From an optimization exercise on the open Yosys and OpenROAD flow, aimed at small area, a short achievable clock period and few clock cycles per item; shortcuts taken in it are not production practice. Function was checked by simulation only, so behaviour that the tests miss may differ from the original. Power and IR drop assume default switching activity.

[flow/run.sh]
#!/bin/bash
# synth_recipe.tcl (not shown) runs the flow's synth.tcl, then flattens the netlist and writes it again
# the make line also repeats each setting of config.mk as NAME=value (left out here)
make -C /OpenROAD-flow-scripts/flow DESIGN_CONFIG=/design/flow/config.mk WORK_HOME=/design/flow/orfs CLKGATE_MAP_FILE= SYNTH_SCRIPT=/design/flow/synth_recipe.tcl finish
[flow/config.mk]
export PLATFORM = sky130hd
export DESIGN_NAME = xb64_engine
export DESIGN_NICKNAME = xb64_engine
export VERILOG_FILES = /design/flow/design.v
export SDC_FILE = /design/flow/constraint.sdc
export NUM_CORES = 4
export LEC_CHECK = 0
export CAP_MARGIN = 20
export CORE_MARGIN = 2
export CORE_UTILIZATION = 40
export SLEW_MARGIN = 20
[flow/constraint.sdc]
create_clock -name core_clock -period 10.0 [get_ports {clk}]
set_input_delay 2.0000 -clock core_clock [delete_from_list [all_inputs] [get_ports {clk}]]
set_output_delay 2.0000 -clock core_clock [all_outputs]
set_load 0.01 [all_outputs]
[flow/design.v]
module xb64_engine (
    input  wire        clk,
    input  wire        rst,
    input  wire        cmd_valid,
    output wire        cmd_ready,
    input  wire [2:0]  cmd_op,
    input  wire [4:0]  cmd_klen,
    input  wire [7:0]  cmd_tlen,
    input  wire        in_valid,
    output wire        in_ready,
    input  wire [7:0]  in_data,
    output wire        out_valid,
    input  wire        out_ready,
    output wire [7:0]  out_data,
    output wire        done,
    output wire [2:0]  err_code,
    output wire [15:0] err_info
);
    localparam OP_XENC = 3'd0, OP_XDEC = 3'd1, OP_BENC = 3'd2, OP_BDEC = 3'd3,
               OP_XSTR = 3'd4;
    localparam ERR_NONE = 3'd0, ERR_INVENC = 3'd2, ERR_EMPTYKEY = 3'd3,
               ERR_BADCMD = 3'd5;
    localparam S_IDLE = 3'd0, S_KEY = 3'd1, S_TXT = 3'd2, S_OUT = 3'd3,
               S_DONE = 3'd4;
    localparam [7:0] PAD = 8'h3d;    
    function is_b64(input [7:0] b);
        is_b64 = (b >= 8'h41 && b <= 8'h5a) || (b >= 8'h61 && b <= 8'h7a) ||
                 (b >= 8'h30 && b <= 8'h39) || b == 8'h2b || b == 8'h2f;
    endfunction
    function [5:0] b64_idx(input [7:0] b);
        if (b >= 8'h41 && b <= 8'h5a)      b64_idx = b[5:0] - 6'd1;         
        else if (b >= 8'h61 && b <= 8'h7a) b64_idx = b[5:0] - 6'd7;         
        else if (b >= 8'h30 && b <= 8'h39) b64_idx = b[5:0] + 6'd4;         
        else if (b == 8'h2b)               b64_idx = 6'd62;
        else                               b64_idx = 6'd63;
    endfunction
    function [7:0] b64_sym(input [5:0] v);
        if (v < 6'd26)      b64_sym = 8'h41 + {2'b00, v};
        else if (v < 6'd52) b64_sym = 8'h47 + {2'b00, v};
        else if (v < 6'd62) b64_sym = {2'b00, v} - 8'h04;
        else if (v == 6'd62) b64_sym = 8'h2b;
        else                 b64_sym = 8'h2f;
    endfunction
    reg [2:0]  state;
    reg [2:0]  op;
    reg [4:0]  klen;
    reg [7:0]  tlen;
    reg [4:0]  kcnt;         
    reg [4:0]  kidx;         
    reg [7:0]  tcnt;         
    reg [7:0]  kbuf [0:30];
    reg [23:0] grp;          
    reg [1:0]  gcnt;         
    reg [2:0]  onum;         
    reg [2:0]  oidx;         
    reg [1:0]  npad;         
    reg        run_v;        
    reg [7:0]  run_start;    
    reg        bad_v;        
    reg [7:0]  bad_idx;
    reg [7:0]  bad_byte;
    reg [2:0]  err_r;
    reg [15:0] info_r;
    wire uses_key = (op == OP_XENC) || (op == OP_XDEC) || (op == OP_XSTR);
    wire is_dec   = (op == OP_XDEC) || (op == OP_BDEC);
    wire is_enc   = (op == OP_XENC) || (op == OP_BENC);
    wire [7:0] kbyte = (op == OP_XENC || op == OP_XSTR || op == OP_XDEC) ? kbuf[kidx] : 8'h00;
    wire [4:0] kidx_next = (kidx == klen - 5'd1) ? 5'd0 : kidx + 5'd1;
    reg [7:0] obyte;
    always @(*) begin
        obyte = 8'h00;
        if (is_enc) begin
            case (oidx)
            3'd0: obyte = b64_sym(grp[23:18]);
            3'd1: obyte = b64_sym(grp[17:12]);
            3'd2: obyte = (npad == 2'd2) ? PAD : b64_sym(grp[11:6]);
            default: obyte = (npad != 2'd0) ? PAD : b64_sym(grp[5:0]);
            endcase
        end else if (is_dec) begin
            obyte = grp[23:16] ^ kbyte;
        end else begin
            obyte = grp[7:0];
        end
    end
    assign cmd_ready = (state == S_IDLE);
    assign in_ready  = (state == S_KEY && uses_key && kcnt != klen) ||
                       (state == S_TXT && tcnt != tlen);
    assign out_valid = (state == S_OUT);
    assign out_data  = obyte;
    assign done      = (state == S_DONE);
    assign err_code  = err_r;
    assign err_info  = info_r;
    wire in_fire  = in_valid && in_ready;
    wire out_fire = out_valid && out_ready;
    wire [7:0] xbyte = in_data ^ kbyte;      
    always @(posedge clk) begin
        if (rst) begin
            state  <= S_IDLE;
            err_r  <= ERR_NONE;
            info_r <= 16'd0;
        end else begin
            case (state)
            S_IDLE: begin
                if (cmd_valid) begin
                    op     <= cmd_op;
                    klen   <= cmd_klen;
                    tlen   <= cmd_tlen;
                    kcnt   <= 5'd0;
                    kidx   <= 5'd0;
                    tcnt   <= 8'd0;
                    gcnt   <= 2'd0;
                    grp    <= 24'd0;
                    npad   <= 2'd0;
                    run_v  <= 1'b0;
                    bad_v  <= 1'b0;
                    err_r  <= ERR_NONE;
                    info_r <= 16'd0;
                    state  <= S_KEY;
                    if (cmd_op > OP_XSTR) begin
                        err_r  <= ERR_BADCMD;
                        info_r <= {13'd0, cmd_op};
                        state  <= S_DONE;
                    end else if ((cmd_op == OP_XENC || cmd_op == OP_XDEC || cmd_op == OP_XSTR) &&
                                 cmd_klen == 5'd0) begin
                        err_r  <= ERR_EMPTYKEY;
                        info_r <= 16'd3;
                    end else if ((cmd_op == OP_XDEC || cmd_op == OP_BDEC) && cmd_tlen[1:0] != 2'd0) begin
                        err_r  <= ERR_INVENC;
                        info_r <= {cmd_tlen, 8'h00};
                    end
                end
            end
            S_KEY: begin
                if (!uses_key || kcnt == klen) begin
                    state <= S_TXT;
                end else if (in_fire) begin
                    kbuf[kcnt] <= in_data;
                    kcnt       <= kcnt + 5'd1;
                end
            end
            S_TXT: begin
                if (tcnt == tlen) begin
                    if (err_r != ERR_NONE) begin
                        state <= S_DONE;
                    end else if (is_enc && gcnt != 2'd0) begin
                        onum  <= 3'd4;
                        oidx  <= 3'd0;
                        npad  <= (gcnt == 2'd1) ? 2'd2 : 2'd1;
                        gcnt  <= 2'd0;
                        state <= S_OUT;
                    end else if (is_dec && run_v && (tlen - run_start) > 8'd2) begin
                        err_r  <= ERR_INVENC;
                        info_r <= {run_start, PAD};
                        state  <= S_DONE;
                    end else if (is_dec && bad_v) begin
                        err_r  <= ERR_INVENC;
                        info_r <= {bad_idx, bad_byte};
                        state  <= S_DONE;
                    end else if (is_dec && run_v) begin
                        grp   <= (gcnt == 2'd2) ? {grp[11:0], 12'd0} : {grp[17:0], 6'd0};
                        onum  <= (gcnt == 2'd2) ? 3'd1 : 3'd2;
                        oidx  <= 3'd0;
                        run_v <= 1'b0;
                        state <= S_OUT;
                    end else begin
                        state <= S_DONE;
                    end
                end else if (in_fire) begin
                    tcnt <= tcnt + 8'd1;
                    if (err_r == ERR_NONE) begin
                        if (is_enc) begin
                            kidx <= kidx_next;
                            case (gcnt)
                            2'd0: grp[23:16] <= xbyte;
                            2'd1: grp[15:8]  <= xbyte;
                            default: grp[7:0] <= xbyte;
                            endcase
                            if (gcnt == 2'd2) begin
                                gcnt  <= 2'd0;
                                onum  <= 3'd4;
                                oidx  <= 3'd0;
                                npad  <= 2'd0;
                                state <= S_OUT;
                            end else begin
                                if (gcnt == 2'd0) grp[15:0] <= 16'd0;
                                if (gcnt == 2'd1) grp[7:0]  <= 8'd0;
                                gcnt <= gcnt + 2'd1;
                            end
                        end else if (is_dec) begin
                            if (in_data == PAD) begin
                                if (!run_v) begin
                                    run_v     <= 1'b1;
                                    run_start <= tcnt;
                                end
                            end else begin
                                if (run_v) begin
                                    run_v <= 1'b0;
                                    if (!bad_v) begin
                                        bad_v    <= 1'b1;
                                        bad_idx  <= run_start;
                                        bad_byte <= PAD;
                                    end
                                end else if (!is_b64(in_data)) begin
                                    if (!bad_v) begin
                                        bad_v    <= 1'b1;
                                        bad_idx  <= tcnt;
                                        bad_byte <= in_data;
                                    end
                                end else if (!bad_v) begin
                                    grp  <= {grp[17:0], b64_idx(in_data)};
                                    gcnt <= gcnt + 2'd1;
                                    if (gcnt == 2'd3) begin
                                        onum  <= 3'd3;
                                        oidx  <= 3'd0;
                                        state <= S_OUT;
                                    end
                                end
                            end
                        end else begin
                            kidx      <= kidx_next;
                            grp[7:0]  <= xbyte;
                            onum      <= 3'd1;
                            oidx      <= 3'd0;
                            state     <= S_OUT;
                        end
                    end
                end
            end
            S_OUT: begin
                if (out_fire) begin
                    if (is_dec) kidx <= kidx_next;
                    if (is_dec) grp <= {grp[15:0], 8'd0};
                    oidx <= oidx + 3'd1;
                    if (oidx == onum - 3'd1)
                        state <= S_TXT;
                end
            end
            S_DONE: state <= S_IDLE;
            default: state <= S_IDLE;
            endcase
        end
    end
endmodule
==> flow_summary.yaml <==
placed_design:
  dp_slack_ps: 3850
  io_buffers: 59
  gp_routability_congestion: 0.930
  hpwl_mm: 32.2
yosys:
  synth_nets: 1539
  synth_edf_count: 342
  synth-adder-area-share_pct: 3.39
  synthSimpleGateAreaFrac_pct: 9.89
  ys.flop_type: "edfxtp_1"
  synth.distinct_cells: 78
  synthXorXnorAreaFrac_pct: 3.05
  synth_seq_cells: 369
  syn_inst: 1460
  yosys_warnings: 1
  syn_area_per_cell_sq_um: 12.8
  yosysSeqAreaShare_pct: 57.9
  synth_top_family_by_area: "compound AO/OA/AOI/OAI gates"
  synth_compound_area_share_pct: 12.7
  netlist_area_sq_mm: 0.0187
  async_flop_share_pct: 0
  synthMuxAreaShare_pct: 10.0
floorplanning:
  num_io_pins: 60
  core_area_sq_mm: 0.0463
  die_x_um: 220
  dieHeight_um: 220
  start_util_pct: 40.3
  die_area_sq_mm: 0.0484
  num_rows: 79
routing:
  dr.pass1.iters: 5
  dr.first_iter.drc_count: 1423
  post_drt_wl_per_cell_um: 22.3
  via_count: 12600
  via_per_inst: 5.87
  wl_mm: 47.8
  route.detailed.drc: 0
  route.antenna.remaining_nets: 0
global_route:
  grt_pass1_vias: 12300
  overflow: 0
  grt.total_usage_pct: 19.8
  antenna_found_initial: 0
  grt_max_degree: 48
  grt_pass1_wl_mm: 73.3
clocking:
  htree_levels: 2
  numCtsBuffers: 40
  cts.sinks: 369
  postCtsHoldBufs: 0
  cts_setup_buffers: 0
  cts_resized: 0
  cts_tree: "done"
  cts.clk_slew.worst_paths_ps: 60
  clock_path_buffers: 3
  clkLatencyLatePin_ps: 540
  cts_root_buf: "clkbuf_16"
hold_path:
  hold_class: "reg -> reg"
critical_path:
  crit_family: "buffers and inverters"
  critPathKind: "reg -> out"
  critPathBufInv: 2
  setup.worst_path.end_class: "primary output"
  crit_slowest_cell: "dfxtp_4"
  crit_path_cell_trace: "buf_4 > mux4_2 > mux4_2 > a22oi_1 > xor2_1 > a311oi_1 > clkdlybuf4s50_1"
  path_max_fanout: 33
  max_stage_delay_ps: 780
  critPathLaunchType: "register"
  worstPathArrival_ps: 4660
  crit_top_cell: "mux4_2"
  critical_path_required_ps: 8000
sta:
  period_share_pct: 66.6
  fin_skew_ps: 19.1
  tightest_slew_ps: 1100
  max_freq_ghz: 0.150
  relSlewSlack_pct: 26.7
  slew_violations: 0
  setup_viol_count_final: 0
  setup-tns-final_ps: 0
  post-route-min-period_ps: 6660
  finalHoldViolations: 0
  rsz0062_at_grt: "false"
  layout_setup_ws_ps: 3340
status:
  outcome: "no timing/DRC/antenna violations"
power_and_ir_drop:
  pwr-share-comb_pct: 32.5
  intPower_w: 0.00335
  peakVddDrop_v: 0.000117
  seqPwrFrac_pct: 41.1
  netSwitchingFraction_pct: 35.0
  p_sw_w: 0.00180
  p_clk_share_pct: 26.3
  p_per_area_mw_per_mm2: 245
  power_leakage_nw: 6.97
finish:
  drive_gt1_share_pct: 12.4
  nets: 1582
  area_growth_pct: 12.7
  diodes: 0
job:
  max-cap-violations: 0
[synth_stat cells, types with 18 or more instances]
| cell type | count | area [sq um] |
|---|---|---|
| a31oi_1 | 21 | 131 |
| o22ai_1 | 22 | 138 |
| nand3_1 | 32 | 160 |
| ha_1 | 49 | 613 |
| nand2_1 | 94 | 353 |
| nor3_1 | 26 | 130 |
| edfxtp_1 | 342 | 10300 |
| nor2_1 | 116 | 435 |
| dfxtp_1 | 27 | 541 |
| a21o_1 | 18 | 135 |
| o21ai_0 | 69 | 345 |
| xnor2_1 | 37 | 324 |
| xor2_1 | 28 | 245 |
| a21oi_1 | 76 | 380 |
| mux2_2 | 19 | 214 |
| inv_1 | 55 | 206 |
| mux2i_1 | 26 | 260 |
| mux4_2 | 62 | 1400 |
| clkbuf_1 | 59 | 221 |
[power by group through the flow]
stage	clock network (W)	logic, W	registers, W
after global routing	0.00144	0.00182	0.00215
final	0.00136	0.00168	0.00212
after global placement	0	0.00165	0.00215
after detailed placement	0	0.00166	0.00215
after CTS	0.00138	0.00167	0.00212
after floorplan	0	0.00131	0.00195
[per-stage QoR]
step | power, W | hold slack [ps] | cells | cell area, sq um | util [%]
after floorplan | 0.00327 | 476 | 1460 | 18700 | -
after global placement | 0.00380 | 460 | 2066 | 19800 | 42.8
after detailed placement | 0.00381 | 470 | 2067 | 19800 | 42.9
after CTS | 0.00517 | 480 | 2140 | 21000 | 45.4
after global routing | 0.00541 | 518 | 2141 | 21000 | 45.5
final | 0.00516 | 477 | 2141 | 21000 | 45.5
[worst paths after layout]
kind / start / to / slack [ps] / cells after the start
min reg2reg: info_r[7] / info_r[7] / 480 / 2
max: register / out_data[6] / 3340 / 7
max reg2reg: tlen[0] / oidx[2] / 5910 / 11
min: info_r[7] / info_r[7] / 480 / 2
[tightest hold or removal path: cells and delay by family (launching register included)]
| family | cells | cell delay, ps |
|---|---|---|
| compound gates | 2 | 120 |
| flops | 1 | 310 |
[cell usage in the layout (no fill, tap or decap), types with 10 or more instances in the layout]
cell             instances
dfxtp_1                 25
nor2b_1                 17
o22ai_1                 22
xor2_1                  28
mux2i_1                 26
a21oi_1                 76
nor2_1                 115
o21ai_0                 69
nand2b_1                16
and3_1                  13
nor3_1                  24
ha_1                    49
buf_4                   20
nor4_1                  10
or3_1                   12
nand3_1                 32
mux4_2                  62
a21o_1                  18
clkinv_2                10
nand2_1                 94
clkdlybuf4s50_1         58
mux2_2                  19
a22oi_1                 15
clkbuf_16               41
a311oi_1                11
clkinv_1                14
a31oi_1                 21
xnor2_1                 37
inv_1                   55
edfxtp_1               342
[area by class of cell]
class | count | area [sq um]
Fill cell | 4151 | 25200
Tap cell | 607 | 759
Timing Repair Buffer | 81 | 746
Multi-Input combinational cell | 952 | 7300
Sequential cell | 369 | 10800
Clock inverter | 24 | 125
Clock buffer | 49 | 1070
Inverter | 59 | 221
[sequential cells by signal, indices dropped and copies added, names as in the netlist, 5 cells and up, named ones only]
signal,count
run_start,8
grp,24
info_r,16
tlen,8
tcnt,8
kcnt,5
kbuf,248
klen,5
kidx,5
bad_idx,8
bad_byte,8
[per-layer routing]
| metal | GRT usage [%] | routed length (um) |
|---|---|---|
| met5 | 0 | 0 |
| met2 | 32.7 | 23000 |
| met1 | 27.3 | 20600 |
| met4 | 5.59 | 1200 |
| met3 | 2.75 | 3020 |
[cell families after synthesis]
group / count (synthesis)
DFF: 369
adders and majority gates: 50
xor gates and xnor gates: 65
and+or+nand+nor: 384
AOI/OAI and AO/OA: 346
muxes: 107
buffers and inverters: 139
Testbench counts, summed over its fixed seeds: cycles 47,306, bytes 23,804.

==> what the ideal ports hide <==
In the flow no input, the clock included, has a driving cell. The finished layout below was timed again as built, in two steps. Step 1, drivers: a clkbuf_16 drives clk and a buf_2 each remaining input, both assumed. Step 2 moves the port delays by t, midway between the first and last clock arrival at a register: inputs arrive t later, outputs are due t later. That takes back most of the time a late clock gives input paths. Three values: ideal ports, drivers, drivers and shift; two values: the first two.
t, ns: 0.585
setup WS [ns]: 3.344 / 3.293 / 3.878
hold WS [ns]: 0.477 / 0.477 / 0.477
After both steps this run still meets setup and hold. For this run, drivers alone change the setup slack by -0.051 ns; drivers and shift together by +0.534 ns.
